Background: an optimization exercise with open tools, aiming at small area, a short achievable clock period and few clock cycles per item. Do not read the settings as production practice. The RTL was checked by simulation tests, not by an equivalence proof against the original design. Power figures rest on the tool's default switching activity, not on a simulated workload.

**flow/flow/run.sh**
```bash
#!/bin/bash
set -euo pipefail
bash standard.sh \
  SETUP_SLACK_MARGIN=9 \
  "BUFFER_PORTS_ARGS=-buffer_cell sky130_fd_sc_hd__buf_4" \
  "CTS_ARGS=-sink_clustering_enable -repair_clock_nets -dont_use_dummy_load -sink_clustering_size 22 -sink_clustering_max_diameter 80" \
  finish > standard_flow.log 2>&1
```
**flow/standard.sh**
```bash
#!/bin/bash
# synth_recipe.tcl (not shown) runs the flow's synth.tcl, then flattens the netlist and writes it again
# the make line also repeats each setting of config.mk as NAME=value (left out here)
make -C /OpenROAD-flow-scripts/flow DESIGN_CONFIG=/design/flow/config.mk WORK_HOME=/design/flow/orfs CLKGATE_MAP_FILE= SYNTH_SCRIPT=/design/flow/synth_recipe.tcl "${@:-finish}"
```
**flow/config.mk**
```make
export PLATFORM = sky130hd
export DESIGN_NAME = btc
export DESIGN_NICKNAME = btc
export VERILOG_FILES = /design/flow/design.v
export SDC_FILE = /design/flow/constraint.sdc
export NUM_CORES = 4
export LEC_CHECK = 0
export CAP_MARGIN = 20
export CORE_MARGIN = 2
export CORE_UTILIZATION = 45
export SLEW_MARGIN = 20
```
**flow/constraint.sdc**
```tcl
create_clock -name core_clock -period 12.5 [get_ports {clk}]
set_input_delay 2.5000 -clock core_clock [delete_from_list [all_inputs] [get_ports {clk}]]
set_output_delay 2.5000 -clock core_clock [all_outputs]
set_load 0.01 [all_outputs]
```
**flow/design.v**
```verilog
module btc (
    input  wire        clk,
    input  wire        rst,         
    input  wire        in_valid,
    output wire        in_ready,
    input  wire [15:0] in_data,
    output wire        out_valid,
    input  wire        out_ready,
    output wire [15:0] out_data
);
    localparam QD = 8;                  
    localparam [2:0] S_OK      = 3'd0;
    localparam [2:0] S_ALREADY = 3'd1;
    localparam [2:0] S_FULL    = 3'd2;
    localparam [2:0] S_EMPTY   = 3'd3;
    localparam [2:0] S_INVCAP  = 3'd4;
    localparam [2:0] S_ILLEGAL = 3'd5;
    localparam [2:0] S_NOBUF   = 3'd6;
    function [7:0] stcode;
        input [2:0] s;
        begin
            case (s)
                S_ALREADY: stcode = 8'h04;
                S_FULL:    stcode = 8'h05;
                S_EMPTY:   stcode = 8'h06;
                S_INVCAP:  stcode = 8'h0B;
                S_ILLEGAL: stcode = 8'h0C;
                S_NOBUF:   stcode = 8'h0D;
                default:   stcode = 8'h00;
            endcase
        end
    endfunction
    localparam [2:0] K_SIMPLE = 3'd0;   
    localparam [2:0] K_FREERB = 3'd1;   
    localparam [2:0] K_RBPOP  = 3'd2;   
    localparam [2:0] K_RBBULK = 3'd3;   
    localparam [2:0] K_TBRB   = 3'd4;   
    localparam [2:0] K_FREETB = 3'd5;   
    localparam [2:0] K_TBPOP  = 3'd6;   
    localparam [2:0] K_TBPEEK = 3'd7;   
    localparam DW = 12;                 
    localparam NQ = 2;                  
    reg [15:0] rbm [0:15];
    reg  [3:0] rT;
    reg [15:0] tbm0 [0:15];
    reg [15:0] tbm1 [0:15];
    reg [15:0] tbm2 [0:15];
    reg [15:0] tbm3 [0:15];
    reg        rb_present, tb_present;
    reg  [4:0] rb_c, tb_c;              
    reg  [3:0] rb_h, rb_w, tb_h, tb_w;  
    reg  [4:0] rb_occ, tb_occ;          
    reg  [4:0] rb_pend, tb_pend;        
    reg  [4:0] rb_pf, tb_pf;            
    reg  [4:0] rb_rl, tb_rl;            
    reg [15:0] f0, f1;
    reg        f0_z, f1_z;              
    reg        f0_hz, f1_hz;            
    reg  [1:0] fcnt;
    reg        in_ready_r;
    assign in_ready = in_ready_r;
    wire in_fire = in_valid & in_ready_r;
    wire fv = (fcnt != 2'd0);
    wire [15:0] x = f0;                 
    wire in_z  = (in_data == 16'd0);
    wire in_hz = (in_data[15:5] == 11'd0);
    localparam [1:0] P_HI = 2'd0, P_LO = 2'd1, P_PAY = 2'd2;
    reg  [1:0] pst;
    reg [15:0] pay_left;
    reg        pay_last;
    reg  [1:0] pidx;
    reg  [3:0] cmd;
    reg        legal_hi;
    reg        need_imm0;
    reg        is_n, is_q;
    localparam [3:0] C_RB_ALLOC = 4'd0, C_RB_FREE = 4'd1, C_RB_PUSH = 4'd2,
                     C_RB_POP = 4'd3, C_RB_RBULK = 4'd4, C_RB_WBULK = 4'd5,
                     C_RB_LEN = 4'd6, C_TB_ALLOC = 4'd8, C_TB_FREE = 4'd9,
                     C_TB_PUSH = 4'd10, C_TB_POP = 4'd11, C_TB_PEEK = 4'd12,
                     C_TB_RBULK = 4'd13, C_TB_LEN = 4'd14, C_NONE = 4'd15;
    reg [3:0] hi_cmd;
    reg       hi_known, hi_h;
    always @(*) begin
        hi_known = 1'b1;
        hi_h     = 1'b0;
        hi_cmd   = C_NONE;
        case (x[15:8])
            8'h10: hi_cmd = C_RB_ALLOC;
            8'h11: begin hi_cmd = C_RB_FREE;  hi_h = 1'b1; end
            8'h12: hi_cmd = C_RB_PUSH;
            8'h13: begin hi_cmd = C_RB_POP;   hi_h = 1'b1; end
            8'h14: hi_cmd = C_RB_RBULK;
            8'h15: hi_cmd = C_RB_WBULK;
            8'h16: begin hi_cmd = C_RB_LEN;   hi_h = 1'b1; end
            8'h20: hi_cmd = C_TB_ALLOC;
            8'h21: begin hi_cmd = C_TB_FREE;  hi_h = 1'b1; end
            8'h22: begin hi_cmd = C_TB_PUSH;  hi_h = 1'b1; end
            8'h23: begin hi_cmd = C_TB_POP;   hi_h = 1'b1; end
            8'h24: begin hi_cmd = C_TB_PEEK;  hi_h = 1'b1; end
            8'h25: begin hi_cmd = C_TB_RBULK; hi_h = 1'b1; end
            8'h26: begin hi_cmd = C_TB_LEN;   hi_h = 1'b1; end
            default: hi_known = 1'b0;
        endcase
    end
    reg [DW-1:0] q [0:QD-1];
    reg [QD:0]   qv;                    
    reg [24:0] nq [0:NQ-1];
    reg [NQ:0] nqv;
    wire [DW-1:0] hd = q[0];
    wire [2:0]  a_kind = hd[2:0];
    wire [4:0]  a_val  = hd[7:3];
    wire [3:0]  a_ptr  = hd[11:8];
    wire        a_cf   = (a_kind == K_TBRB);
    wire [2:0]  a_st   = (a_kind == K_SIMPLE) ? a_ptr[2:0] : S_OK;
    wire [19:0] a_n    = a_cf ? nq[0][19:0] : {5'd1, 5'd1, 5'd1, 5'd1};
    wire        a_tb   = a_kind[2];
    reg  [4:0]  a_fr;
    always @(*) begin
        case (a_kind)
            K_FREERB, K_RBBULK, K_FREETB: a_fr = a_val;
            K_RBPOP, K_TBPOP:             a_fr = 5'd1;
            K_TBRB:                       a_fr = nq[0][24:20];
            default:                      a_fr = 5'd0;
        endcase
    end
    wire        a_v    = qv[0];
    reg  [2:0] a_ph;                    
    reg  [1:0] a_lane;
    reg  [4:0] a_cnt;
    reg [15:0] a_rd;                    
    reg [15:0] a_trd;                   
    reg  [3:0] a_lo;                    
    reg [15:0] o0, o1, od;
    reg  [1:0] ocnt;
    reg        ov;
    assign out_data  = od;
    assign out_valid = ov;
    wire o_pop = ov & out_ready;
    wire adv = ~ocnt[1];                
    reg        e_enq;
    reg  [2:0] e_kind;
    reg  [4:0] e_val;
    reg  [3:0] e_ptr;
    reg        e_nq;                    
    reg        e_tb;                    
    reg  [4:0] e_fr;                    
    wire legal = legal_hi & ~(need_imm0 & ~f0_z);
    wire bad_cap = f0_z | ~f0_hz | (x[4] & (x[3:0] != 4'd0));
    wire rb_full  = (rb_occ == rb_c);
    wire rb_empty = (rb_occ == 5'd0);
    wire tb_full  = (tb_occ == tb_c);
    wire tb_empty = (tb_occ == 5'd0);
    wire [5:0] rb_use = {1'b0, rb_occ} + {1'b0, rb_pend};
    wire [5:0] tb_use = {1'b0, tb_occ} + {1'b0, tb_pend};
    wire rb_room = ~rb_use[5] & ~rb_use[4];
    wire tb_room = ~tb_use[5] & ~tb_use[4];
    wire [4:0] rb_free = rb_c - rb_occ;
    wire [4:0] rb_k  = (f0_hz && x[4:0] < rb_occ)  ? x[4:0] : rb_occ;    
    wire [4:0] wb_k  = (f0_hz && x[4:0] < rb_free) ? x[4:0] : rb_free;   
    wire [4:0] tb_np = (f0_hz && x[4:0] < tb_occ)  ? x[4:0] : tb_occ;    
    reg        wb_on;                   
    reg  [4:0] wb_left;
    reg        tp_on;                   
    reg        tr_on;                   
    reg [14:0] tr_n;                    
    reg  [4:0] tr_m;                    
    reg        tr_fin;                  
    wire [4:0] tr_ml = (f0_hz && x[4:0] < tr_m) ? x[4:0] : tr_m;
    wire [4:0] tr_mnext = (pidx == 2'd0) ? tb_np : tr_ml;
    wire q_full = qv[QD-1];
    wire rbw_lo  = (pst == P_LO) & (cmd == C_RB_PUSH) & legal_hi & rb_present & ~rb_full;
    wire rbw_pay = (pst == P_PAY) & wb_on & (wb_left != 5'd0);
    wire e_rbw = rbw_lo | rbw_pay;
    wire e_tbw = (pst == P_PAY) & tp_on;
    wire rb_we = fv & e_rbw & rb_room;
    reg [15:0] xd;
    reg        xd_v;
    reg  [1:0] xd_l;
    reg  [3:0] xd_w;
    wire [3:0]  tb_wt = tb_w - rT - 4'd1;       
    wire        tb_al = ~(tb_wt[0] ^ pidx[0]);   
    wire tb_ok  = tb_room & ~(xd_v & tb_al);
    wire tb_go  = fv & e_tbw & tb_ok;            
    wire tb_dir = tb_go & tb_al;                 
    wire tb_toxd = tb_go & ~tb_al;               
    wire        rw_en = tb_dir | xd_v;
    wire [15:0] rw_d  = xd_v ? xd : x;
    wire  [1:0] rw_l  = xd_v ? xd_l : pidx;
    wire  [3:0] rw_p  = xd_v ? (xd_w - rT - 4'd1) : tb_wt;
    always @(*) begin
        e_enq  = 1'b0;
        e_kind = K_SIMPLE;
        e_val  = 5'd0;
        e_ptr  = {1'b0, S_OK};
        e_nq   = 1'b0;
        e_tb   = cmd[3];
        e_fr   = 5'd0;
        if (pst == P_LO) begin
            e_enq = 1'b1;
            if (!legal) begin
                e_ptr = {1'b0, S_ILLEGAL};
            end else begin
                case (cmd)
                    C_RB_ALLOC:
                        if (rb_present)   e_ptr = {1'b0, S_ALREADY};
                        else if (bad_cap) e_ptr = {1'b0, S_INVCAP};
                    C_RB_FREE:
                        if (!rb_present) e_ptr = {1'b0, S_NOBUF};
                        else begin
                            e_kind = K_FREERB;
                            e_val  = rb_occ;
                            e_fr   = rb_occ;
                        end
                    C_RB_PUSH:
                        if (!rb_present)  e_ptr = {1'b0, S_NOBUF};
                        else if (rb_full) e_ptr = {1'b0, S_FULL};
                    C_RB_POP:
                        if (!rb_present)   e_ptr = {1'b0, S_NOBUF};
                        else if (rb_empty) e_ptr = {1'b0, S_EMPTY};
                        else begin
                            e_kind = K_RBPOP;
                            e_ptr  = rb_h;
                            e_fr   = 5'd1;
                        end
                    C_RB_RBULK:
                        if (!rb_present) e_ptr = {1'b0, S_NOBUF};
                        else begin
                            e_kind = K_RBBULK;
                            e_val  = rb_k;
                            e_ptr  = rb_h;
                            e_fr   = rb_k;
                        end
                    C_RB_WBULK:
                        if (!rb_present) e_ptr = {1'b0, S_NOBUF};
                        else e_val = wb_k;
                    C_RB_LEN:
                        if (!rb_present) e_ptr = {1'b0, S_NOBUF};
                        else e_val = rb_occ;
                    C_TB_ALLOC:
                        if (tb_present)   e_ptr = {1'b0, S_ALREADY};
                        else if (bad_cap) e_ptr = {1'b0, S_INVCAP};
                    C_TB_FREE:
                        if (!tb_present) e_ptr = {1'b0, S_NOBUF};
                        else begin
                            e_kind = K_FREETB;
                            e_val  = tb_occ;
                            e_fr   = tb_occ;
                        end
                    C_TB_PUSH:
                        if (!tb_present)  e_ptr = {1'b0, S_NOBUF};
                        else if (tb_full) e_ptr = {1'b0, S_FULL};
                    C_TB_POP, C_TB_PEEK:
                        if (!tb_present)   e_ptr = {1'b0, S_NOBUF};
                        else if (tb_empty) e_ptr = {1'b0, S_EMPTY};
                        else begin
                            e_kind = (cmd == C_TB_POP) ? K_TBPOP : K_TBPEEK;
                            e_ptr  = tb_h;
                            e_fr   = (cmd == C_TB_POP) ? 5'd1 : 5'd0;
                        end
                    C_TB_RBULK:
                        if (!tb_present) e_ptr = {1'b0, S_NOBUF};
                        else e_enq = 1'b0;       
                    C_TB_LEN:
                        if (!tb_present) e_ptr = {1'b0, S_NOBUF};
                        else e_val = tb_occ;
                    default: e_ptr = {1'b0, S_ILLEGAL};
                endcase
            end
        end else if (pst == P_PAY && tr_on && pidx == 2'd3) begin
            e_enq  = 1'b1;
            e_nq   = 1'b1;
            e_kind = K_TBRB;
            e_ptr  = tb_h;
            e_tb   = 1'b1;
            e_fr   = tr_ml;
        end
    end
    wire tr_last = (pst == P_PAY) & tr_on & (pidx == 2'd3);
    wire e_stall = (q_full & ((pst == P_LO) | tr_last)) | (nqv[NQ-1] & tr_last)
                 | (e_rbw & ~rb_room) | (e_tbw & ~tb_ok);
    wire e_go = fv & ~e_stall;
    wire e_push = e_go & e_enq;
    wire [DW-1:0] e_desc = {e_ptr, e_val, e_kind};
    wire [24:0] e_cnt = {tr_ml, tb_np, tr_n};
    wire [4:0] an0 = a_n[4:0], an1 = a_n[9:5], an2 = a_n[14:10], an3 = a_n[19:15];
    wire [3:0] nz = {an3 != 5'd0, an2 != 5'd0, an1 != 5'd0, an0 != 5'd0};
    reg  [3:0] nz_after;
    always @(*) begin
        case (a_lane)
            2'd0: nz_after = {nz[3:1], 1'b0};
            2'd1: nz_after = {nz[3:2], 2'b0};
            2'd2: nz_after = {nz[3], 3'b0};
            default: nz_after = 4'b0;
        endcase
    end
    wire [3:0] nz_sel = (a_ph == 3'd4) ? nz_after : nz;
    wire       nl_any = (nz_sel != 4'b0);
    wire [1:0] nl     = nz_sel[0] ? 2'd0 : nz_sel[1] ? 2'd1 : nz_sel[2] ? 2'd2 : 2'd3;
    reg  [4:0] n_nl;
    always @(*) begin
        case (nl)
            2'd0: n_nl = an0;
            2'd1: n_nl = an1;
            2'd2: n_nl = an2;
            default: n_nl = an3;
        endcase
    end
    reg [4:0] n_lane;
    always @(*) begin
        case (a_lane)
            2'd0: n_lane = an0;
            2'd1: n_lane = an1;
            2'd2: n_lane = an2;
            default: n_lane = an3;
        endcase
    end
    wire [15:0] ptr_oh = 16'd1 << a_ptr;
    wire [15:0] rb_sel = (a_ph == 3'd0) ? ptr_oh : a_rd;
    reg [15:0] rb_rd, tb_rd;
    integer j;
    always @(*) begin
        rb_rd = 16'd0;
        tb_rd = 16'd0;
        for (j = 0; j < 16; j = j + 1) begin
            rb_rd = rb_rd | ({16{rb_sel[j]}} & rbm[j]);
            tb_rd = tb_rd | ({16{a_lo[0] & a_trd[j]}} & tbm0[j])
                          | ({16{a_lo[1] & a_trd[j]}} & tbm1[j])
                          | ({16{a_lo[2] & a_trd[j]}} & tbm2[j])
                          | ({16{a_lo[3] & a_trd[j]}} & tbm3[j]);
        end
    end
    reg [15:0] g_word;
    reg        g_last;
    always @(*) begin
        g_word = 16'd0;
        g_last = 1'b0;
        case (a_ph)
            3'd0: g_word = (a_kind == K_RBPOP) ? rb_rd :
                           (a_kind == K_SIMPLE || a_kind == K_RBBULK) ? {11'd0, a_val} : 16'd0;
            3'd1: begin
                g_word = {8'h00, stcode(a_st)};
                g_last = ~a_kind[2] & ((a_kind != K_RBBULK) | (a_val == 5'd0))
                       | (a_kind == K_FREETB);
            end
            3'd2: begin
                g_word = {11'd0, n_lane};
                g_last = (a_lane == 2'd3) && !nl_any;
            end
            3'd3: begin
                g_word = rb_rd;
                g_last = (a_cnt == 5'd1);
            end
            default: begin
                g_word = tb_rd;
                g_last = (a_cnt == 5'd1) && !nl_any;
            end
        endcase
    end
    wire a_step = a_v & adv;
    wire a_done = a_step & g_last;
    wire f_pop = e_go;
    wire [1:0] fcnt_next = fcnt + {1'b0, in_fire} - {1'b0, f_pop};
    wire o0_ldg = (a_step & ~o_pop & (ocnt == 2'd0)) | (a_step & o_pop & (ocnt == 2'd1));
    wire [1:0] ocnt_next = ocnt + {1'b0, a_step} - {1'b0, o_pop};
    always @(posedge clk) begin
        if ((in_fire & ~f_pop & (fcnt == 2'd0)) | (in_fire & f_pop & (fcnt == 2'd1))) begin
            f0    <= in_data;
            f0_z  <= in_z;
            f0_hz <= in_hz;
        end else if (f_pop) begin
            f0    <= f1;
            f0_z  <= f1_z;
            f0_hz <= f1_hz;
        end
        if (in_fire & ((fcnt == 2'd1 & ~f_pop) | (fcnt == 2'd2))) begin
            f1    <= in_data;
            f1_z  <= in_z;
            f1_hz <= in_hz;
        end
        if (o0_ldg)
            o0 <= g_word;
        else if (o_pop)
            o0 <= o1;
        od <= (ocnt_next == 2'd0) ? 16'd0 : (o0_ldg ? g_word : (o_pop ? o1 : o0));
        if (a_step & ((ocnt == 2'd1 & ~o_pop) | (ocnt == 2'd2)))
            o1 <= g_word;
    end
    integer i;
    always @(posedge clk) begin
        if (rst) begin
            fcnt       <= 2'd0;
            in_ready_r <= 1'b0;
            pst        <= P_HI;
            wb_on      <= 1'b0;
            tp_on      <= 1'b0;
            tr_on      <= 1'b0;
            tr_fin     <= 1'b0;
            rb_present <= 1'b0;
            tb_present <= 1'b0;
            rb_occ     <= 5'd0;
            tb_occ     <= 5'd0;
            rb_pend    <= 5'd0;
            tb_pend    <= 5'd0;
            rb_pf      <= 5'd0;
            tb_pf      <= 5'd0;
            rb_rl      <= 5'd0;
            tb_rl      <= 5'd0;
            rb_h       <= 4'd0;
            rb_w       <= 4'd0;
            tb_h       <= 4'd0;
            tb_w       <= 4'd0;
            qv         <= {(QD+1){1'b0}};
            a_ph       <= 3'd0;
            ov         <= 1'b0;
            ocnt       <= 2'd0;
        end else begin
            fcnt       <= fcnt_next;
            in_ready_r <= ~(~f_pop & (fcnt[1] | (fcnt[0] & in_valid)));
            ocnt <= ocnt_next;
            ov   <= (ocnt_next != 2'd0);
            tr_fin <= 1'b0;
            if (tr_fin) begin
                tb_h   <= tb_h + tr_m[3:0];
                tb_occ <= tb_occ - tr_m;
            end
            if (e_go) begin
                case (pst)
                    P_HI: begin
                        cmd       <= hi_cmd;
                        legal_hi  <= hi_known & (x[7:0] == 8'd0);
                        need_imm0 <= hi_h;
                        is_n      <= (x[15:8] == 8'h15) || (x[15:8] == 8'h31);
                        is_q      <= (x[15:8] == 8'h22) || (x[15:8] == 8'h25)
                                  || (x[15:8] == 8'h33) || (x[15:8] == 8'h34);
                        pst       <= P_LO;
                    end
                    P_LO: begin
                        pay_left <= is_n ? x : 16'd4;
                        pay_last <= is_n ? (x == 16'd1) : 1'b0;
                        pidx     <= 2'd0;
                        pst      <= ((is_n & ~f0_z) | is_q) ? P_PAY : P_HI;
                        wb_on    <= legal & (cmd == C_RB_WBULK) & rb_present;
                        wb_left  <= wb_k;
                        tp_on    <= legal & (cmd == C_TB_PUSH) & tb_present & ~tb_full;
                        tr_on    <= legal & (cmd == C_TB_RBULK) & tb_present;
                        if (legal) begin
                            case (cmd)
                                C_RB_ALLOC:
                                    if (!rb_present && !bad_cap) begin
                                        rb_present <= 1'b1;
                                        rb_c       <= x[4:0];
                                        rb_occ     <= 5'd0;
                                    end
                                C_RB_FREE:
                                    if (rb_present) begin
                                        rb_present <= 1'b0;
                                        rb_occ     <= 5'd0;
                                        rb_h       <= rb_w;
                                    end
                                C_RB_PUSH:
                                    if (rb_present && !rb_full) begin
                                        rb_w   <= rb_w + 4'd1;
                                        rb_occ <= rb_occ + 5'd1;
                                    end
                                C_RB_POP:
                                    if (rb_present && !rb_empty) begin
                                        rb_h   <= rb_h + 4'd1;
                                        rb_occ <= rb_occ - 5'd1;
                                    end
                                C_RB_RBULK:
                                    if (rb_present) begin
                                        rb_h   <= rb_h + rb_k[3:0];
                                        rb_occ <= rb_occ - rb_k;
                                    end
                                C_TB_ALLOC:
                                    if (!tb_present && !bad_cap) begin
                                        tb_present <= 1'b1;
                                        tb_c       <= x[4:0];
                                        tb_occ     <= 5'd0;
                                    end
                                C_TB_FREE:
                                    if (tb_present) begin
                                        tb_present <= 1'b0;
                                        tb_occ     <= 5'd0;
                                        tb_h       <= tb_w;
                                    end
                                C_TB_POP:
                                    if (tb_present && !tb_empty) begin
                                        tb_h   <= tb_h + 4'd1;
                                        tb_occ <= tb_occ - 5'd1;
                                    end
                                default: ;
                            endcase
                        end
                    end
                    default: begin  
                        pay_left <= pay_left - 16'd1;
                        pay_last <= (pay_left == 16'd2);
                        pidx     <= pidx + 2'd1;
                        if (pay_last)
                            pst <= P_HI;
                        if (e_rbw) begin
                            wb_left <= wb_left - 5'd1;
                            rb_w    <= rb_w + 4'd1;
                            rb_occ  <= rb_occ + 5'd1;
                        end
                        if (tp_on && pidx == 2'd3) begin
                            tb_w   <= tb_w + 4'd1;
                            tb_occ <= tb_occ + 5'd1;
                        end
                        if (tr_on) begin
                            case (pidx)
                                2'd0: tr_n[4:0]   <= tb_np;
                                2'd1: tr_n[9:5]   <= tb_np;
                                2'd2: tr_n[14:10] <= tb_np;
                                default: ;
                            endcase
                            tr_m <= tr_mnext;
                            if (pidx == 2'd3)
                                tr_fin <= 1'b1;
                        end
                    end
                endcase
            end
            rb_pf <= (e_push & ~e_tb) ? e_fr : 5'd0;
            tb_pf <= (e_push & e_tb) ? e_fr : 5'd0;
            rb_rl <= (a_done & ~a_tb) ? a_fr : 5'd0;
            tb_rl <= (a_done & a_tb) ? a_fr : 5'd0;
            rb_pend <= rb_pend + rb_pf - rb_rl;
            tb_pend <= tb_pend + tb_pf - tb_rl;
            qv <= qv_next;
            if (a_done)
                a_ph <= 3'd0;
            else if (a_step) begin
                case (a_ph)
                    3'd0: a_ph <= 3'd1;
                    3'd1: begin
                        a_rd <= ptr_oh;
                        if (a_kind == K_RBBULK) begin
                            a_ph  <= 3'd3;
                            a_cnt <= a_val;
                        end else if (a_cf) begin
                            a_ph   <= 3'd2;
                            a_lane <= 2'd0;
                            a_lo   <= 4'b0001;
                        end else begin
                            a_ph   <= 3'd4;
                            a_lane <= 2'd0;
                            a_lo   <= 4'b0001;
                            a_cnt  <= 5'd1;
                        end
                    end
                    3'd2: begin
                        if (a_lane == 2'd3) begin
                            a_ph   <= 3'd4;
                            a_lane <= nl;
                            a_lo   <= 4'b0001 << nl;
                            a_cnt  <= n_nl;
                        end else begin
                            a_lane <= a_lane + 2'd1;
                            a_lo   <= {a_lo[2:0], a_lo[3]};
                        end
                    end
                    3'd3: begin
                        a_rd  <= {a_rd[14:0], a_rd[15]};
                        a_cnt <= a_cnt - 5'd1;
                    end
                    default: begin
                        if (a_cnt == 5'd1) begin
                            a_rd   <= ptr_oh;
                            a_lane <= nl;
                            a_lo   <= 4'b0001 << nl;
                            a_cnt  <= n_nl;
                        end else begin
                            a_rd  <= {a_rd[14:0], a_rd[15]};
                            a_cnt <= a_cnt - 5'd1;
                        end
                    end
                endcase
            end
        end
    end
    wire [QD:0] qv_sh = a_done ? {1'b0, qv[QD:1]} : qv;
    wire [QD:0] qv_ins  = qv_sh ^ {qv_sh[QD-1:0], 1'b1};    
    wire [QD:0] qv_next = qv_sh | (e_push ? qv_ins : {(QD+1){1'b0}});
    always @(posedge clk) begin
        for (i = 0; i < QD; i = i + 1) begin
            if (e_push && qv_ins[i])
                q[i] <= e_desc;
            else if (a_done && i < QD-1)
                q[i] <= q[(i < QD-1) ? i+1 : i];
        end
    end
    wire        nq_pop = a_done & a_cf;
    wire [NQ:0] nqv_sh  = nq_pop ? {1'b0, nqv[NQ:1]} : nqv;
    wire [NQ:0] nqv_ins = nqv_sh ^ {nqv_sh[NQ-1:0], 1'b1};
    always @(posedge clk) begin
        if (rst)
            nqv <= {(NQ+1){1'b0}};
        else
            nqv <= nqv_sh | ((e_push & e_nq) ? nqv_ins : {(NQ+1){1'b0}});
        for (i = 0; i < NQ; i = i + 1) begin
            if (e_push && e_nq && nqv_ins[i])
                nq[i] <= e_cnt;
            else if (nq_pop && i < NQ-1)
                nq[i] <= nq[(i < NQ-1) ? i+1 : i];
        end
    end
    always @(posedge clk) begin
        if (rb_we)
            rbm[rb_w] <= x;
    end
    wire [15:0] rw_oh = 16'd1 << rw_p;
    always @(posedge clk) begin
        if (rst)
            xd_v <= 1'b0;
        else
            xd_v <= tb_toxd;
        if (tb_toxd) begin
            xd   <= x;
            xd_l <= pidx;
            xd_w <= tb_w;
        end
    end
    always @(posedge clk) begin
        for (j = 0; j < 16; j = j + 1) begin
            if ((j % 2 == 0) && rw_en && rw_l == 2'd0 && rw_oh[j]) tbm0[j] <= rw_d;
            else tbm0[j] <= tbm0[(j + 1) % 16];
            if ((j % 2 == 1) && rw_en && rw_l == 2'd1 && rw_oh[j]) tbm1[j] <= rw_d;
            else tbm1[j] <= tbm1[(j + 1) % 16];
            if ((j % 2 == 0) && rw_en && rw_l == 2'd2 && rw_oh[j]) tbm2[j] <= rw_d;
            else tbm2[j] <= tbm2[(j + 1) % 16];
            if ((j % 2 == 1) && rw_en && rw_l == 2'd3 && rw_oh[j]) tbm3[j] <= rw_d;
            else tbm3[j] <= tbm3[(j + 1) % 16];
        end
    end
    wire [3:0]  trd_ld = a_ptr - rT - 4'd1;
    always @(posedge clk) begin
        if (rst)
            rT <= 4'd0;
        else
            rT <= rT + 4'd1;
        if (a_step && (a_ph == 3'd1 || (a_ph == 3'd4 && a_cnt == 5'd1)))
            a_trd <= 16'd1 << trd_ld;
        else if (!(a_step && a_ph == 3'd4))
            a_trd <= {a_trd[0], a_trd[15:1]};
    end
endmodule
```
==> results of run 1 <==
==> power by group through the flow <==
stage / registers (W) / clock network, W / logic (W)
4_1_cts: 0.00631 / 0.00314 / 0.00258
6_report: 0.00628 / 0.00311 / 0.00280
3_5_place_dp: 0.00645 / 0 / 0.00237
5_1_grt: 0.00630 / 0.00335 / 0.00289
3_3_place_gp: 0.00645 / 0 / 0.00236
2_1_floorplan: 0.00637 / 0 / 0.00131
==> registers in the layout, indices dropped and copies added (netlist names), 9 cells and up, named ones only <==
register	count
o0	16
tr_n	15
nq	50
qv	9
o1	16
tbm0	256
tbm1	256
rbm	256
f1	16
pay_left	16
xd	16
q	96
a_rd	16
tbm2	256
a_trd	16
f0	16
tbm3	256
od	16
==> cell usage in the layout (no fill, tap or decap), types with 108 or more instances in the layout <==
master,Yosys,final
dfxtp_1,1152,1123
edfxtp_1,581,581
nand2_1,563,551
o21ai_0,424,415
nor2_1,384,360
a21oi_1,347,322
a22oi_1,300,300
buf_4,0,265
nand3_1,177,174
a22o_1,127,127
inv_1,125,116
a221oi_1,111,108
==> per-stage QoR <==
step	cells	area, um^2
finish	7715	72730
global route	7714	72730
CTS	7661	71800
detailed placement	7471	67690
global placement	7470	67670
floorplan	5792	65290
==> timing repair <==
action,4_1_cts,5_1_grt
buffers inserted,87,47
endpoints found under the setup margin,1062,407
pin swaps,46,54
hold buffers,0,0
endpoints found under the hold margin,0,0
resized for setup,221,92
cloned,9,4
==> how the worst min path moves through the flow <==
stage | startpoint | endpoint | slack [ns] | cells after the start
final | tbm0[8][1]$_DFF_P_ | tbm0[7][1]$_DFF_P_ | 0.31 | 0
after global routing | tbm2[2][12]$_DFF_P_ | tbm2[1][12]$_DFF_P_ | 0.30 | 0
after CTS | tbm2[2][12]$_DFF_P_ | tbm2[1][12]$_DFF_P_ | 0.31 | 0
after detailed placement | tbm2[10][6]$_DFF_P_ | tbm2[9][6]$_DFF_P_ | 0.33 | 0
after global placement | tbm2[10][6]$_DFF_P_ | tbm2[9][6]$_DFF_P_ | 0.33 | 0
after floorplan | tbm0[2][6]$_DFF_P_ | tbm0[1][6]$_DFF_P_ | 0.32 | 0
==> layer usage <==
layer  track usage [%]  part of all wire, %
met1             38.51                   41
met5                 0                 0.10
met3             4.237                  8.8
met4             9.245                  3.6
met2             44.97                   46
==> synth_stat cells (10+ instances only) <==
master    count  share of area (%)
nor4b_1      10               0.14
xnor2_1      50               0.68
buf_1        67               0.39
o21ai_0     424                3.3
and3_1       20               0.19
or3_1        10              0.097
a22oi_1     300                3.5
nand4_1      60               0.58
and4_1       13               0.18
clkbuf_1    350                2.0
and2_1       24               0.23
ha_1         92                1.8
nand2_1     563                3.3
a221oi_1    111                1.5
mux2i_1      71                1.1
mux2_2       98                1.7
a21oi_1     347                2.7
o31a_1       15               0.20
nor2_1      384                2.2
a41o_1       12               0.19
fa_1         16               0.50
nand2b_1     17               0.16
o21a_1       15               0.17
o211ai_1     14               0.16
nor2b_1      31               0.30
edfxtp_1    581                 27
a22o_1      127                1.7
a31oi_1      51               0.49
nor4_1       37               0.36
nand3_1     177                1.4
o22ai_1      26               0.25
xor2_1       33               0.45
a21o_1       37               0.43
nor3_1       52               0.40
o31ai_1      13               0.15
a211oi_1     23               0.27
inv_1       125               0.73
dfxtp_1    1152                 36
a222oi_1     67                1.0
==> kinds of logic (layout without fill, tap and decap cells) <==
kind of cell | Yosys count | after routing | synth area share (%)
muxes | 181 | 181 | 3.063
other | 0 | 1 | 0
xor gates and xnor gates | 83 | 83 | 1.125
adders and majority gates | 108 | 108 | 2.277
AOI/OAI and AO/OA | 1685 | 1688 | 17.45
DFF | 1733 | 1733 | 62.69
buffers and inverters | 554 | 564 | 3.280
and+or+nand+nor | 1448 | 1454 | 10.11
==> layout make-up <==
type | instances | area [um^2] | share of cell area (%)
Tap cell | 1903 | 2381 | 3.274
Sequential cell | 1733 | 40570 | 55.78
Clock buffer | 94 | 2352 | 3.234
Timing Repair Buffer | 345 | 3129 | 4.302
Multi-Input combinational cell | 3514 | 23810 | 32.73
Antenna cell | 1 | 2.502 | 0.003441
Inverter | 125 | 491.7 | 0.6761
==> flow_metrics.tcl, run 1 <==
set metrics [dict create \
    status "complete, no violations" \
    min_path_type "reg -> reg" \
    ys_ff_latch 1733 \
    crit_family "flip-flops" \
    ant_nets 0 \
    grt_max_degree 61 \
    reg2reg_from "rT[0]$_SDFF_PP0_" \
    track_usage_pct 27.91 \
    endpoint_kind "output pin" \
    ir_drop_v 0.0001181 \
    crit_buf_inv 1 \
    dp_hpwl_um 124500 \
    skew_ns 0.08883 \
    finalSetupViolCount 0 \
    areaGrowthSynthToFinish_pct 12.56 \
    drive_above_1_share_pct 14.32 \
    grt_pass1_vias 45240 \
    avgSynthCellArea_um2 11.16 \
    reg2reg_slack_ns 8.91 \
    path_clk_slew_ns 0.10 \
    rsz0062_at_grt "true" \
    tightestPinTransition_ns 1.047 \
    seq_area_frac_synth_pct 62.69 \
    synth_cell_types 81 \
    h-tree-depth 3 \
    power_frac_comb_pct 23.0 \
    rows 139 \
    finalHoldWorstSlack_ns 0.3100 \
    fin_crit_ns 3.716 \
    overflow 0 \
    synthFlopType "dfxtp_1" \
    finalHoldViolations 0 \
    p_seq_share_pct 51.5 \
    port_buffers 37 \
    cts_inserted_buffers 94 \
    clkSinkCount 1733 \
    worstSkewPairLatency_ns 0.74 \
    cts_root_buf "clkbuf_16" \
    synth_area_mm2 0.06461 \
    final-max-slew-violation-count 0 \
    place.gp.congestion 0.8796 \
    p_leak_nw 25.59 \
    internal-power_w 0.008259 \
    syn-num-nets 5920 \
    dieHeight_um 382.9 \
    dp_slack_ns 7.515 \
    cp_data_arrival_time_ns 1.22 \
    firstDrtPassIters 6 \
    grt_pass1_wl_um 305700 \
    core-area_mm2 0.1431 \
    report.power.total_w 0.01220 \
    ys_warn_count 7 \
    drt-initial-drc-count 6161 \
    synth_async_sr_flop_share_pct 0 \
    fmax_mhz 269.1 \
    cp-startpoint "ov$_SDFF_PP0_" \
    die_w_um 382.9 \
    worstPathRequired_ns 10.00 \
    via_count 47640 \
    vias_per_cell 6.174 \
    cp-endpoint "out_valid" \
    wl_per_cell_um 27.45 \
    clockPowerShare_pct 25.5 \
    drc 0 \
    ios 38 \
    p_per_area_mw_per_mm2 167.7 \
    fin_crit_sh_pct 29.73 \
    fillers 12620 \
    relSlewSlack_pct 30.18 \
    slowest_delay_ns 0.37 \
    switching_share_pct 32.28 \
    fin_util_pct 50.81 \
    max_cap_violations 0 \
    antenna_found_initial 6 \
    slowest_stage "dfxtp_4" \
    crit_cells 1 \
    tns_ns 0 \
    fin_ws_ns 8.784 \
    rr_worst_depth 15 \
    synthCells 5792 \
    critPathLaunchType "flop" \
    max-clock-path-buffers 3 \
    start_util_pct 45.14 \
    nets 5941 \
    critPathKind "reg -> out" \
    crit_chain "buf_6" \
    die_area_mm2 0.1466 \
    p_switching_w 0.003936 \
    synth_edf_count 581 \
    crit_fanout 2 \
    wl_um 211700 \
    cts_tree "done" \
]
Testbench counts, summed over its fixed seeds: cycles 13,462, items 3,281.
==> inputs of run 2 (changes only) <==
--- a/flow/config.mk
+++ b/flow/config.mk
@@ -8,4 +8,4 @@
 export CAP_MARGIN = 20
 export CORE_MARGIN = 2
-export CORE_UTILIZATION = 45
+export CORE_UTILIZATION = 60
 export SLEW_MARGIN = 20
==> run 2 against run 1 <==
Still clean. Fmax shrank 1.4%. Non-clock buffer count shrank 15. Worst setup slack lost 0.051 ns. Die area shrank 25%. Register-to-register slack lost 0.18 ns. Final cell count shrank 6.6%. First-iteration DRC count grew 7.6%. Synthesized area is the same. Largest cell class unchanged. Largest power group unchanged. Highest routed layer unchanged.
==> flow_metrics.tcl, run 2 <==
set metrics [dict create \
    max-clock-path-buffers 3 \
    ir_drop_v 0.0001722 \
    critPathKind "reg -> reg" \
    endpoint_kind "flop" \
    synth_edf_count 581 \
    fillers 8194 \
    relSlewSlack_pct 28.48 \
    gr-usage-met2_pct 57.28 \
    fin_crit_sh_pct 30.14 \
    via_count 48210 \
    grt_max_degree 53 \
    reg2reg_from "q[0][1]$_DFFE_PP_" \
    wl_per_cell_um 28.80 \
    synth.area.top_cells "dfxtp_1 (36%), edfxtp_1 (27%), a22oi_1 (3.5%)" \
    grt_pass1_vias 45750 \
    drive_above_1_share_pct 14.23 \
    rr_worst_depth 11 \
    die_w_um 332.2 \
    min_path_type "reg -> reg" \
    finalSetupViolCount 0 \
    switching_share_pct 32.09 \
    wl_um 207500 \
    antenna_found_initial 5 \
    syn-num-nets 5920 \
    fmax_mhz 265.5 \
    worstSkewPairLatency_ns 0.71 \
    synthCells 5792 \
    core-area_mm2 0.1069 \
    p_seq_share_pct 52.7 \
    rsz0062_at_grt "true" \
    yosys.area.top_type "dfxtp_1" \
    firstDrtPassIters 9 \
    grtUsageMet1_pct 49.42 \
    synth_async_sr_flop_share_pct 0 \
    seq_area_frac_synth_pct 62.69 \
    tightestPinTransition_ns 1.068 \
    dieHeight_um 332.2 \
    p_leak_nw 25.42 \
    cts_inserted_buffers 90 \
    synth_area_mm2 0.06461 \
    synthFlopType "dfxtp_1" \
    areaGrowthSynthToFinish_pct 11.24 \
    die_area_mm2 0.1103 \
    cp_data_arrival_time_ns 4.15 \
    vias_per_cell 6.694 \
    synthMostInstantiatedCell "dfxtp_1" \
    internal-power_w 0.008128 \
    r2r_end "nq[1][24]$_DFFE_PP_" \
    synth.top_cell.area_share_pct 35.69 \
    rows 120 \
    skew_ns 0.07990 \
    dp_hpwl_um 119600 \
    power_frac_comb_pct 22.0 \
    reg2reg_slack_ns 8.73 \
    hold_depth 0 \
    final-max-slew-violation-count 0 \
    p_switching_w 0.003841 \
    p_per_area_mw_per_mm2 166.5 \
    layout_commonest_cell "dfxtp_1" \
    drt-initial-drc-count 6631 \
    overflow 0 \
    synth_commonest_cells "dfxtp_1 (1152), edfxtp_1 (581), nand2_1 (563)" \
    cts_root_buf "clkbuf_16" \
    worstPathRequired_ns 12.88 \
    ys_ff_latch 1733 \
    place.gp.congestion 0.9149 \
    avgSynthCellArea_um2 11.16 \
    critPathLaunchType "flop" \
    report.power.total_w 0.01197 \
    crit_fanout 9 \
    ant_nets 0 \
    grt_pass1_wl_um 299800 \
    max_cap_violations 0 \
    grt-busiest-layer "met2" \
    finalHoldViolations 0 \
    status "complete, no violations" \
    port_buffers 37 \
    layout_common_cells "dfxtp_1 (1123), edfxtp_1 (581), nand2_1 (550)" \
    path_clk_slew_ns 0.09 \
    cts_tree "done" \
    grt_util_met3_pct 6.335 \
    ys_warn_count 7 \
    nets 5929 \
    h-tree-depth 3 \
    start_util_pct 60.44 \
    cts_hold_buffers 0 \
    drc 0 \
    cp-startpoint "q[0][1]$_DFFE_PP_" \
    cp-endpoint "nq[1][24]$_DFFE_PP_" \
    ios 38 \
    clockPowerShare_pct 25.3 \
    tns_ns 0 \
    fin_crit_ns 3.767 \
    track_usage_pct 36.22 \
    synth_cell_types 81 \
    clkSinkCount 1733 \
]
-- run 2: worst min path at each step --
stage / end / start
finish: tbm0[11][1]$_DFF_P_ / tbm0[12][1]$_DFF_P_
global route: tbm0[11][1]$_DFF_P_ / tbm0[12][1]$_DFF_P_
CTS: tbm0[11][1]$_DFF_P_ / tbm0[12][1]$_DFF_P_
detailed placement: tbm3[14][6]$_DFF_P_ / tbm3[15][6]$_DFF_P_
global placement: tbm0[9][4]$_DFF_P_ / tbm0[10][4]$_DFF_P_
floorplan: tbm0[1][6]$_DFF_P_ / tbm0[2][6]$_DFF_P_
-- run 2: power groups by stage --
stage | clock network, W | registers [W] | logic (W)
CTS | 0.00304 | 0.00631 | 0.00246
finish | 0.00303 | 0.00631 | 0.00263
detailed placement | 0 | 0.00647 | 0.00227
global route | 0.00322 | 0.00633 | 0.00270
floorplan | 0 | 0.00637 | 0.00131
global placement | 0 | 0.00646 | 0.00226
-- run 2: critical path, stage by stage (launching register included) --
cell and delay, ns:
edfxtp_1 0.45, or3b_4 0.45, or3_4 0.39, a211o_4 0.37, o32a_4 0.42, buf_6 0.15, or3_4 0.41, mux2i_2 0.18
xor2_2 0.20, buf_4 0.17, nor2_4 0.14, buf_12 0.16
-- run 2: final cells by class --
cell class	instances	area [um^2]	area share, %
Tap cell	1403	1755	2.442
Inverter	125	500.5	0.6963
Multi-Input combinational cell	3521	23780	33.09
Clock buffer	90	2252	3.133
Timing Repair Buffer	330	3024	4.207
Sequential cell	1733	40560	56.43
Antenna cell	1	2.502	0.003481
-- run 2: kinds of logic (layout without fill, tap and decap cells) --
group / after synthesis / count (layout) / share of synthesized area (%)
DFF: 1733 / 1733 / 62.69
AOI/OAI and AO/OA: 1685 / 1690 / 17.45
and+or+nand+nor: 1448 / 1459 / 10.11
buffers and inverters: 554 / 545 / 3.280
muxes: 181 / 181 / 3.063
adders and majority gates: 108 / 108 / 2.277
xor gates and xnor gates: 83 / 83 / 1.125
other: 0 / 1 / 0
-- run 2: repair_timing --
action,4_1_cts,5_1_grt
gates resized for setup,206,103
setup buffers,92,45
endpoints found under the setup margin,1168,835
gates cloned,11,10
pin swaps,36,52
-- run 2: metrics by stage --
step                      util (%)  instances  area (um^2)  hold slack (ns)  worst slack (ns)
after floorplan                  -       5792        65290           0.3242             8.257
after global placement       62.58       6953        66900           0.3313             7.606
after detailed placement     62.60       6954        66920           0.3349             7.592
after CTS                    66.39       7147        70980           0.3169             8.808
after global routing         67.24       7202        71880           0.3321             8.677
final                        67.24       7203        71880           0.3150             8.733
-- run 2: metal layers --
metal | vias up | routed length, um
met3 | 538 | 20070
met5 | - | 41
met2 | 2655 | 93890
li1 | 21320 | -
met4 | 6 | 10170
met1 | 23700 | 83280
==> inputs of run 3 (changes only) <==
==> flow/flow/run.sh (replaced) <==
#!/bin/bash
set -euo pipefail
bash standard.sh \
  SETUP_SLACK_MARGIN=9.2 \
  "BUFFER_PORTS_ARGS=-buffer_cell sky130_fd_sc_hd__buf_4" \
  "CTS_ARGS=-sink_clustering_enable -repair_clock_nets -dont_use_dummy_load -sink_clustering_size 22 -sink_clustering_max_diameter 80" \
  finish > standard_flow.log 2>&1
--- a/flow/config.mk
+++ b/flow/config.mk
@@ -8,4 +8,4 @@
 export CAP_MARGIN = 20
 export CORE_MARGIN = 2
-export CORE_UTILIZATION = 60
+export CORE_UTILIZATION = 45
 export SLEW_MARGIN = 20
==> run 3 against run 2 <==
Still clean. Final cell count up 8.1%. Sequential power barely moved. Clock skew rose by 0.0090 ns. Flip-flop and latch count stayed put. Critical path type unchanged. Largest cell class unchanged.
==> flow_metrics.tcl, run 3 <==
set metrics [dict create \
    yosys.area.top_type "dfxtp_1" \
    grt_pass1_wl_um 308300 \
    synth_commonest_cells "dfxtp_1 (1152), edfxtp_1 (581), nand2_1 (563)" \
    worstPathRequired_ns 12.97 \
    dieHeight_um 382.9 \
    synth_area_mm2 0.06461 \
    avgSynthCellArea_um2 11.16 \
    rr_worst_depth 23 \
    port_buffers 37 \
    fin_crit_sh_pct 30.03 \
    status "complete, no violations" \
    place.gp.congestion 0.8843 \
    finalSetupViolCount 0 \
    h-tree-depth 3 \
    synthMostInstantiatedCell "dfxtp_1" \
    clkSinkCount 1733 \
    areaGrowthSynthToFinish_pct 15.18 \
    synth.top_cell.area_share_pct 35.69 \
    placed_area_mm2 0.06784 \
    ios 38 \
    vias_per_cell 6.202 \
    reg2reg_slack_ns 8.75 \
    tightestPinTransition_ns 1.137 \
    die_area_mm2 0.1466 \
    reg2reg_from "rb_c[0]$_DFFE_PP_" \
    fin_util_pct 52.00 \
    internal-power_w 0.008287 \
    cts_tree "done" \
    synth.area.top_cells "dfxtp_1 (36%), edfxtp_1 (27%), a22oi_1 (3.5%)" \
    diodes 0 \
    clockPowerShare_pct 25.2 \
    fmax_mhz 266.4 \
    max-clock-path-buffers 3 \
    synth_top_family_by_area "compound AO/OA/AOI/OAI gates" \
    min_path_type "reg -> reg" \
    worstSkewPairLatency_ns 0.74 \
    ant_nets 0 \
    p_seq_share_pct 51.4 \
    synth_fa_ha_area_share_pct 2.277 \
    p_switching_w 0.003969 \
    synth_compound_gate_area_share_pct 17.45 \
    syn-num-nets 5920 \
    synth_async_sr_flop_share_pct 0 \
    finalHoldViolations 0 \
    path_clk_slew_ns 0.09 \
    antenna_found_initial 6 \
    endpoint_kind "flop" \
    critPathKind "reg -> reg" \
    finalInstanceArea_mm2 0.07443 \
    skew_ns 0.08893 \
    tns_ns 0 \
    firstDrtPassIters 6 \
    finalHoldWorstSlack_ns 0.3228 \
    cts_hold_buffers 0 \
    via_count 48290 \
    wl_um 213400 \
    critPathLaunchType "flop" \
    relSlewSlack_pct 23.43 \
    drive_above_1_share_pct 16.59 \
    synthMuxAreaShare_pct 3.063 \
    synthCells 5792 \
    grt_max_degree 42 \
    synth_xor_area_share_pct 1.125 \
    synthFlopType "dfxtp_1" \
    die_w_um 382.9 \
    nets 6012 \
    ys_warn_count 7 \
    ir_drop_v 0.0001222 \
    rows 139 \
    synth_cell_types 81 \
    synth-simple-area-share_pct 10.11 \
    wl_per_cell_um 27.41 \
    ys_ff_latch 1733 \
    cts_root_buf "clkbuf_16" \
    drc 0 \
    synth_edf_count 581 \
    grt_pass1_vias 46600 \
    overflow 0 \
    track_usage_pct 28.11 \
    cp-startpoint "rb_c[0]$_DFFE_PP_" \
    p_per_area_mw_per_mm2 164.7 \
    cp_data_arrival_time_ns 4.22 \
    crit_fanout 8 \
    drt-initial-drc-count 5943 \
    dp_hpwl_um 120500 \
    final-max-slew-violation-count 0 \
    core-area_mm2 0.1431 \
    switching_share_pct 32.39 \
    max_cap_violations 0 \
    start_util_pct 45.14 \
    report.power.total_w 0.01226 \
    fin_crit_ns 3.754 \
    r2r_end "q[0][7]$_DFFE_PP_" \
    layout_commonest_cell "dfxtp_1" \
    p_leak_nw 26.35 \
    cts_inserted_buffers 92 \
    cp-endpoint "q[0][7]$_DFFE_PP_" \
    layout_common_cells "dfxtp_1 (1120), edfxtp_1 (581), nand2_1 (518)" \
    hold_depth 0 \
    power_frac_comb_pct 23.3 \
    rsz0062_at_grt "true" \
    seq_area_frac_synth_pct 62.69 \
]
## run 3: cell families (layout without fill, tap and decap cells)
| kind of cell | count (synthesis) | count (layout) |
|---|---|---|
| multiplexers | 181 | 181 |
| AND/OR/NAND/NOR | 1448 | 1463 |
| flip-flops | 1733 | 1733 |
| adder cells (fa/ha/maj) | 108 | 108 |
| buffers and inverters | 554 | 629 |
| AO/OA/AOI/OAI | 1685 | 1685 |
| XOR/XNOR | 83 | 83 |
## run 3: layer usage
metal	part of all wire (%)	up-vias	track usage, %
met5	0.017	-	0
met4	4.4	6	11.24
met3	8.5	476	4.444
met2	46	2441	45.15
met1	41	23910	38.02
li1	-	21450	-
## run 3: area by class of cell
class | count | area, um^2
repair buffers | 412 | 4294
clock buffers | 92 | 2302
multi-input cells | 3520 | 24380
inverters | 125 | 498.0
fillers | 12360 | 68710
well taps | 1903 | 2381
flip-flops and latches | 1733 | 40570
## run 3: worst min path at each step
stage	from	slack (ns)	end
final	tbm2[8][1]$_DFF_P_	0.32	tbm2[7][1]$_DFF_P_
after CTS	tbm1[3][1]$_DFF_P_	0.32	tbm1[2][1]$_DFF_P_
after detailed placement	tbm1[15][11]$_DFF_P_	0.34	tbm1[14][11]$_DFF_P_
after floorplan	tbm0[2][6]$_DFF_P_	0.32	tbm0[1][6]$_DFF_P_
after global routing	tbm1[3][1]$_DFF_P_	0.33	tbm1[2][1]$_DFF_P_
after global placement	tbm2[10][6]$_DFF_P_	0.33	tbm2[9][6]$_DFF_P_
## run 3: power by group through the flow
stage / Clock [W] / Combinational, W / Sequential (W)
final: 0.00309 / 0.00286 / 0.00630
after global routing: 0.00332 / 0.00295 / 0.00632
after CTS: 0.00312 / 0.00267 / 0.00631
after detailed placement: 0 / 0.00233 / 0.00646
after global placement: 0 / 0.00231 / 0.00645
after floorplan: 0 / 0.00133 / 0.00637
## run 3: through the flow
stage / instances / worst slack, ns
floorplan: 5792 / 8.257
global placement: 7463 / 7.570
detailed placement: 7463 / 7.568
CTS: 7725 / 8.775
global route: 7785 / 8.661
finish: 7785 / 8.746
## run 3: what timing repair did
action,4_1_cts,5_1_grt
gates resized for setup,286,173
buffers inserted,144,51
pin swaps,66,72
endpoints found under the setup margin,1325,881
gates cloned,26,8
## run 3: worst max-delay path, stage by stage, from the launching register on
cell	delay (ns)
edfxtp_1	0.36
inv_1	0.06
ha_2	0.16
inv_2	0.04
buf_4	0.12
buf_4	0.12
buf_4	0.12
buf_4	0.12
a21o_1	0.15
a21oi_2	0.14
xor2_1	0.25
ha_1	0.22
nand2_1	0.06
nand3b_1	0.12
a31oi_4	0.06
buf_12	0.15
buf_4	0.13
buf_6	0.10
buf_6	0.12
buf_6	0.11
a21oi_4	0.17
o221ai_2	0.12
and2_4	0.23
mux2_2	0.27
==> inputs of run 4 (changes only) <==
==> flow/flow/run.sh (replaced) <==
#!/bin/bash
set -euo pipefail
bash standard.sh \
  SETUP_SLACK_MARGIN=9 \
  "BUFFER_PORTS_ARGS=-buffer_cell sky130_fd_sc_hd__buf_4" \
  "CTS_ARGS=-sink_clustering_enable -repair_clock_nets -dont_use_dummy_load -sink_clustering_size 30 -sink_clustering_max_diameter 60" \
  finish > standard_flow.log 2>&1
==> run 4 against run 3 <==
Sequential share of layout area up 1.2 points. Synthesized area unchanged. Clock skew grew 0.013 ns. Flip-flop and latch count did not move. Synthesized cell count unchanged. Worst setup slack gained 0.012 ns. Hold slack worse by 0.015 ns. Global-route usage fell by 0.33 points. Final cell count fell by 0.99%. Clock power rose by 12%. Die area did not move. Wire length down 1.0%.
==> flow_metrics.tcl, run 4 <==
set metrics [dict create \
    status "complete, no violations" \
    synthMuxAreaShare_pct 3.063 \
    wl_um 211200 \
    layout_commonest_cell "dfxtp_1" \
    p_per_area_mw_per_mm2 171.5 \
    synth.area.top_cells "dfxtp_1 (36%), edfxtp_1 (27%), a22oi_1 (3.5%)" \
    fin_crit_sh_pct 29.93 \
    cts_tree "done" \
    synth_fa_ha_area_share_pct 2.277 \
    synth_async_sr_flop_share_pct 0 \
    overflow 0 \
    max_cap_violations 0 \
    port_buffers 37 \
    clkSinkCount 1733 \
    nets 5934 \
    seq_area_frac_synth_pct 62.69 \
    cts_inserted_buffers 115 \
    ys_warn_count 7 \
    synth_top_family_by_area "compound AO/OA/AOI/OAI gates" \
    p_leak_nw 25.66 \
    path_clk_slew_ns 0.09 \
    synth.top_cell.area_share_pct 35.69 \
    areaGrowthSynthToFinish_pct 12.78 \
    tns_ns 0 \
    final-max-slew-violation-count 0 \
    ir_drop_v 0.0001487 \
    synthFlopType "dfxtp_1" \
    via_count 47630 \
    synth_commonest_cells "dfxtp_1 (1152), edfxtp_1 (581), nand2_1 (563)" \
    tightestPinTransition_ns 1.044 \
    ant_nets 0 \
    die_area_mm2 0.1466 \
    synth_xor_area_share_pct 1.125 \
    grt_pass1_vias 45100 \
    finalHoldViolations 0 \
    slowest_stage "dfxtp_4" \
    dp_hpwl_um 124500 \
    synthCells 5792 \
    synth-simple-area-share_pct 10.11 \
    firstDrtPassIters 8 \
    finalHoldWorstSlack_ns 0.3077 \
    synthMostInstantiatedCell "dfxtp_1" \
    synth_compound_gate_area_share_pct 17.45 \
    rsz0062_at_grt "true" \
    crit_chain "buf_6" \
    crit_fanout 2 \
    grt_pass1_wl_um 304400 \
    ys_ff_latch 1733 \
    place.gp.congestion 0.8796 \
    track_usage_pct 27.78 \
    cp_data_arrival_time_ns 1.24 \
    layout_common_cells "dfxtp_1 (1123), edfxtp_1 (581), nand2_1 (552)" \
    wl_per_cell_um 27.39 \
    core-area_mm2 0.1431 \
    synth_cell_types 81 \
    grt_max_degree 61 \
    die_w_um 382.9 \
    crit_family "flip-flops" \
    crit_buf_inv 1 \
    relSlewSlack_pct 29.82 \
    antenna_found_initial 6 \
    cts_root_buf "clkbuf_16" \
    drive_above_1_share_pct 14.18 \
    max-clock-path-buffers 3 \
    vias_per_cell 6.179 \
    worstPathRequired_ns 10.00 \
    rows 139 \
    ios 38 \
    synth_area_mm2 0.06461 \
    drt-initial-drc-count 5953 \
    h-tree-depth 3 \
    cts_hold_buffers 0 \
    skew_ns 0.1020 \
    endpoint_kind "output pin" \
    critPathLaunchType "flop" \
    finalSetupViolCount 0 \
    fin_util_pct 50.91 \
    fmax_mhz 267.3 \
    avgSynthCellArea_um2 11.16 \
    synth_edf_count 581 \
    drc 0 \
    worstSkewPairLatency_ns 0.77 \
    yosys.area.top_type "dfxtp_1" \
    start_util_pct 45.14 \
    critPathKind "reg -> out" \
    slowest_delay_ns 0.37 \
    min_path_type "reg -> reg" \
    dieHeight_um 382.9 \
    reg2reg_slack_ns 8.91 \
    fin_crit_ns 3.741 \
    syn-num-nets 5920 \
]
[run 4: through the flow]
stage	power, W	setup slack, ns	std cells	cell area (um^2)
after floorplan	0.007684	8.257	5792	65290
after global placement	0.008805	7.546	7470	67670
after detailed placement	0.008823	7.515	7471	67690
after CTS	0.01235	8.713	7657	71880
after global routing	0.01283	8.710	7707	72870
final	0.01250	8.759	7708	72870
[run 4: layout make-up]
cell class,instances,area [um^2]
fill,12580,70260
sequential,1733,40570
multi-input combinational,3509,23710
clock buffer,115,2878
timing repair buffer,322,2840
tap,1903,2381
inverter,125,494.2
antenna,1,2.502
[run 4: cells by family (layout without fill, tap and decap cells)]
group                    Yosys count  in the layout
flip-flops                      1733           1733
AO/OA/AOI/OAI                   1685           1685
AND/OR/NAND/NOR                 1448           1452
XOR/XNOR                          83             83
other                              0              1
buffers and inverters            554            562
adder cells (fa/ha/maj)          108            108
multiplexers                     181            181
[run 4: path summary, 6_finish.rpt]
path / startpoint / end / cells past startpoint
worst max-delay path: ov$_SDFF_PP0_ / out_valid / 1
worst min-delay path: tbm3[1][6]$_DFF_P_ / tbm3[0][6]$_DFF_P_ / 0
worst max register to register: nq[0][13]$_DFFE_PP_ / q[5][11]$_DFFE_PP_ / 10
worst min register to register: tbm3[1][6]$_DFF_P_ / tbm3[0][6]$_DFF_P_ / 0
[run 4: routing by layer]
| layer | vias to the layer above | wire length (um) | global-route usage (%) |
|---|---|---|---|
| met5 | - | 27 | 0 |
| met3 | 435 | 19110 | 4.272 |
| met1 | 23440 | 87570 | 38.30 |
| li1 | 21300 | - | - |
| met4 | 4 | 7745 | 9.398 |
| met2 | 2452 | 96690 | 44.64 |
[run 4: report_power, final]
group	internal (W)	switching [W]
sequential	0.00612	0.000159
combinational	0.000779	0.00199
clock	0.00161	0.00183
[run 4: worst register-to-register path, delay by kind of cell (launching register included)]
kind	cells	cell delay (ns)
and+or+nand+nor	3	0.96
buffers and inverters	2	0.42
muxes	2	0.64
AOI/OAI and AO/OA	3	0.86
DFF	1	0.42
[run 4: timing repair]
item | 4_1_cts | 5_1_grt
endpoints found under the hold margin | 0 | 0
cloned | 2 | 6
endpoints found under the setup margin | 1053 | 299
setup buffers | 69 | 42
gates resized for setup | 168 | 128
pin swaps | 24 | 45
==> inputs of run 5 (changes only) <==
--- a/flow/design.v
+++ b/flow/design.v
@@ -174,18 +174,18 @@
     wire e_tbw = (pst == P_PAY) & tp_on;
     wire rb_we = fv & e_rbw & rb_room;
-    reg [15:0] xd;
-    reg        xd_v;
-    reg  [1:0] xd_l;
-    reg  [3:0] xd_w;
+    reg [15:0] s1d, s2d, s3d;
+    reg  [1:0] s1l, s2l, s3l;
+    reg  [3:0] s1w, s2w, s3w;
+    reg        s1v, s2v, s3v;
     wire [3:0]  tb_wt = tb_w - rT - 4'd1;       
-    wire        tb_al = ~(tb_wt[0] ^ pidx[0]);   
-    wire tb_ok  = tb_room & ~(xd_v & tb_al);
+    wire [1:0]  tb_d  = tb_wt[1:0] + pidx;      
+    wire tb_cf = (tb_d == 2'd0) ? s1v : (tb_d == 2'd1) ? s2v : (tb_d == 2'd2) ? s3v : 1'b0;
+    wire tb_ok  = tb_room & ~tb_cf;
     wire tb_go  = fv & e_tbw & tb_ok;            
-    wire tb_dir = tb_go & tb_al;                 
-    wire tb_toxd = tb_go & ~tb_al;               
-    wire        rw_en = tb_dir | xd_v;
-    wire [15:0] rw_d  = xd_v ? xd : x;
-    wire  [1:0] rw_l  = xd_v ? xd_l : pidx;
-    wire  [3:0] rw_p  = xd_v ? (xd_w - rT - 4'd1) : tb_wt;
+    wire tb_dir = tb_go & (tb_d == 2'd0);        
+    wire        rw_en = tb_dir | s1v;
+    wire [15:0] rw_d  = s1v ? s1d : x;
+    wire  [1:0] rw_l  = s1v ? s1l : pidx;
+    wire  [3:0] rw_p  = s1v ? (s1w - rT - 4'd1) : tb_wt;
     always @(*) begin
         e_enq  = 1'b0;
@@ -613,23 +613,30 @@
     wire [15:0] rw_oh = 16'd1 << rw_p;
     always @(posedge clk) begin
-        if (rst)
-            xd_v <= 1'b0;
-        else
-            xd_v <= tb_toxd;
-        if (tb_toxd) begin
-            xd   <= x;
-            xd_l <= pidx;
-            xd_w <= tb_w;
+        if (rst) begin
+            s1v <= 1'b0;
+            s2v <= 1'b0;
+            s3v <= 1'b0;
+        end else begin
+            s1v <= (tb_go & (tb_d == 2'd1)) | s2v;
+            s2v <= (tb_go & (tb_d == 2'd2)) | s3v;
+            s3v <= tb_go & (tb_d == 2'd3);
         end
+        if (tb_go && tb_d == 2'd1) begin s1d <= x; s1l <= pidx; s1w <= tb_w; end
+        else begin s1d <= s2d; s1l <= s2l; s1w <= s2w; end
+        if (tb_go && tb_d == 2'd2) begin s2d <= x; s2l <= pidx; s2w <= tb_w; end
+        else begin s2d <= s3d; s2l <= s3l; s2w <= s3w; end
+        s3d <= x;
+        s3l <= pidx;
+        s3w <= tb_w;
     end
     always @(posedge clk) begin
         for (j = 0; j < 16; j = j + 1) begin
-            if ((j % 2 == 0) && rw_en && rw_l == 2'd0 && rw_oh[j]) tbm0[j] <= rw_d;
+            if ((j % 4 == 0) && rw_en && rw_l == 2'd0 && rw_oh[j]) tbm0[j] <= rw_d;
             else tbm0[j] <= tbm0[(j + 1) % 16];
-            if ((j % 2 == 1) && rw_en && rw_l == 2'd1 && rw_oh[j]) tbm1[j] <= rw_d;
+            if ((j % 4 == 3) && rw_en && rw_l == 2'd1 && rw_oh[j]) tbm1[j] <= rw_d;
             else tbm1[j] <= tbm1[(j + 1) % 16];
-            if ((j % 2 == 0) && rw_en && rw_l == 2'd2 && rw_oh[j]) tbm2[j] <= rw_d;
+            if ((j % 4 == 2) && rw_en && rw_l == 2'd2 && rw_oh[j]) tbm2[j] <= rw_d;
             else tbm2[j] <= tbm2[(j + 1) % 16];
-            if ((j % 2 == 1) && rw_en && rw_l == 2'd3 && rw_oh[j]) tbm3[j] <= rw_d;
+            if ((j % 4 == 1) && rw_en && rw_l == 2'd3 && rw_oh[j]) tbm3[j] <= rw_d;
             else tbm3[j] <= tbm3[(j + 1) % 16];
         end
==> flow/flow/run.sh (replaced) <==
#!/bin/bash
set -euo pipefail
bash standard.sh \
  SETUP_SLACK_MARGIN=9 \
  "BUFFER_PORTS_ARGS=-buffer_cell sky130_fd_sc_hd__buf_4" \
  "CTS_ARGS=-sink_clustering_enable -repair_clock_nets -dont_use_dummy_load -sink_clustering_size 22 -sink_clustering_max_diameter 80" \
  finish > standard_flow.log 2>&1
--- a/flow/config.mk
+++ b/flow/config.mk
@@ -6,5 +6,5 @@
 export NUM_CORES = 4
 export LEC_CHECK = 0
-export CAP_MARGIN = 20
+export CAP_MARGIN = 30
 export CORE_MARGIN = 2
 export CORE_UTILIZATION = 45
==> run 5 against run 4 <==
Still clean. Total power is 6.6% higher. Flip-flop and latch count is 46 higher. Wire length is 5.7% lower. Worst setup slack worse by 0.12 ns. Register-to-register slack worse by 0.27 ns. Global-route usage is 2.1 points lower. Final area hardly changed. Core utilization is 1.2 points higher. Sequential power is 5.7% higher. Final cell count is 6.1% lower. Die area is 1.5% lower. Critical path depth is 15 higher. Critical endpoint is now q[1][5]$_DFFE_PP_.
==> flow_metrics.tcl, run 5 <==
set metrics [dict create \
    status "complete, no violations" \
    fillers 12050 \
    place.gp.congestion 0.8684 \
    switching_share_pct 32.79 \
    power_frac_comb_pct 26.2 \
    p_leak_nw 25.82 \
    synth.top_cell.area_share_pct 38.40 \
    drive_above_1_share_pct 18.49 \
    avgSynthCellArea_um2 12.07 \
    ys_ff_latch 1779 \
    path_clk_slew_ns 0.09 \
    regArea_mm2 0.04128 \
    die_w_um 380.0 \
    internal-power_w 0.008959 \
    drc 0 \
    track_usage_pct 25.72 \
    worstSkewPairLatency_ns 0.75 \
    synth.area.top_cells "dfxtp_1 (38%), edfxtp_1 (26%), a22oi_1 (3.7%)" \
    synthCells 5270 \
    wl_per_cell_um 27.52 \
    layout_commonest_cell "dfxtp_1" \
    critPathKind "reg -> reg" \
    cts_root_buf "clkbuf_16" \
    vias_per_cell 6.145 \
    layout_common_cells "dfxtp_1 (1189), edfxtp_1 (559), nand2_1 (349)" \
    seq_area_frac_synth_pct 64.79 \
    p_per_area_mw_per_mm2 183.0 \
    final-max-slew-violation-count 0 \
    max-clock-path-buffers 3 \
    placed_area_mm2 0.06650 \
    fin_util_pct 52.07 \
    clockPowerShare_pct 23.9 \
    clkSinkCount 1779 \
    cp_data_arrival_time_ns 4.31 \
    areaGrowthSynthToFinish_pct 14.49 \
    rr_worst_depth 16 \
    rsz0062_at_grt "true" \
    multi_input_area_mm2 0.02278 \
    endpoint_kind "flop" \
    skew_ns 0.07145 \
    fmax_mhz 259.0 \
    core-area_mm2 0.1399 \
    ir_drop_v 0.0001296 \
    hold_depth 0 \
    ant_nets 0 \
    synth_area_mm2 0.06361 \
    die_area_mm2 0.1444 \
    p_seq_share_pct 49.8 \
    antenna_found_initial 4 \
    h-tree-depth 3 \
    wl_um 199200 \
    overflow 0 \
    max_cap_violations 0 \
    synth_cell_types 96 \
    synth_commonest_cells "dfxtp_1 (1220), edfxtp_1 (559), nand2_1 (394)" \
    grt_max_degree 61 \
    min_path_type "reg -> reg" \
    fin_crit_ns 3.861 \
    synthFlopType "dfxtp_1" \
    diodes 0 \
    worstPathRequired_ns 12.95 \
    firstDrtPassIters 9 \
    synth_async_sr_flop_share_pct 0 \
    dp_hpwl_um 111600 \
    ys_warn_count 7 \
    grt_pass1_wl_um 281700 \
    synthMostInstantiatedCell "dfxtp_1" \
    relSlewSlack_pct 30.52 \
    cts_inserted_buffers 97 \
    critPathLaunchType "flop" \
    tightestPinTransition_ns 1.031 \
    via_count 44470 \
    finalHoldViolations 0 \
    drt-initial-drc-count 5065 \
    p_switching_w 0.004370 \
    nets 5493 \
    start_util_pct 45.48 \
    ios 38 \
    port_buffers 37 \
    dieHeight_um 380.0 \
    tns_ns 0 \
    report.power.total_w 0.01333 \
    cts_tree "done" \
    grt_pass1_vias 42670 \
    finalInstanceArea_mm2 0.07283 \
    synth_edf_count 559 \
    syn-num-nets 5400 \
    rows 137 \
    finalSetupViolCount 0 \
    fin_crit_sh_pct 30.89 \
    yosys.area.top_type "dfxtp_1" \
    crit_fanout 8 \
]
## run 5: worst paths after layout
| check | start | endpoint | slack, ns |
|---|---|---|---|
| worst max register to register | rb_c[0]$_DFFE_PP_ | q[1][5]$_DFFE_PP_ | 8.64 |
| worst min-delay path | tbm2[14][9]$_DFF_P_ | tbm2[13][9]$_DFF_P_ | 0.32 |
| worst max-delay path | rb_c[0]$_DFFE_PP_ | q[1][5]$_DFFE_PP_ | 8.64 |
| worst min register to register | tbm2[14][9]$_DFF_P_ | tbm2[13][9]$_DFF_P_ | 0.32 |
## run 5: logic make-up (layout without fill, tap and decap cells)
group                    count (synthesis)  in the layout  share of synthesized area [%]
AND/OR/NAND/NOR                       1170           1181                          8.889
multiplexers                           264            265                          4.723
flip-flops                            1779           1779                          64.79
buffers and inverters                  484            562                          2.994
AO/OA/AOI/OAI                         1382           1383                          15.12
adder cells (fa/ha/maj)                110            110                          2.353
XOR/XNOR                                81             81                          1.137
## run 5: stage by stage
stage	instances	setup WS, ns	hold WS (ns)
after CTS	7148	8.658	0.3115
after detailed placement	6962	7.151	0.3368
final	7237	8.639	0.3186
after global routing	7237	8.407	0.3248
after floorplan	5270	8.267	0.3242
after global placement	6947	7.258	0.3321
## run 5: cell type report
class | instances | area share, %
timing repair buffer | 331 | 4.738
tap | 1876 | 3.223
inverter | 132 | 0.7284
clock buffer | 97 | 3.333
sequential | 1779 | 56.68
timing repair inverter | 2 | 0.02062
multi-input combinational | 3020 | 31.27
## run 5: repair_timing
action / in CTS / in global routing
setup endpoints to repair: 1027 / 560
pin swaps: 34 / 57
gates resized for setup: 250 / 297
hold buffers: 0 / 0
buffers inserted: 75 / 68
cloned: 14 / 18
## run 5: layer usage
metal | vias up | track usage, % | wire length, um
met5 | - | 0 | 27
met4 | 4 | 7.937 | 6972
met3 | 370 | 3.246 | 16290
met2 | 2061 | 42.50 | 92790
met1 | 22290 | 35.26 | 83070
li1 | 19750 | - | -
## run 5: critical path: stages, from the launching register on
cell and delay, ns:
edfxtp_1 0.36, inv_1 0.06, ha_2 0.16, inv_2 0.04, fa_2 0.34, a21o_1 0.19
a21oi_2 0.16, xor2_1 0.21, ha_1 0.28, nand2_1 0.07, nand3b_1 0.12, a31oi_4 0.27
buf_6 0.15, mux2_4 0.32, a222oi_1 0.30, a21oi_2 0.23, mux2_4 0.35
## run 5: power by group through the flow
stage	Sequential, W	Clock, W	Combinational (W)
5_1_grt	0.00667	0.00342	0.00366
2_1_floorplan	0.00672	0	0.00170
3_5_place_dp	0.00679	0	0.00295
3_3_place_gp	0.00682	0	0.00285
4_1_cts	0.00665	0.00322	0.00326
6_report	0.00664	0.00319	0.00350
Testbench counts of run 5, summed over its fixed seeds: cycles 13,462, items 3,281.

Check on run 5: ideal ports give 8.639 ns setup slack; a clkbuf_16 on the clock port and buf_2 on the inputs give 8.621 ns; moving port delays by the midpoint clock arrival (0.789 ns) as well gives 8.027 ns.
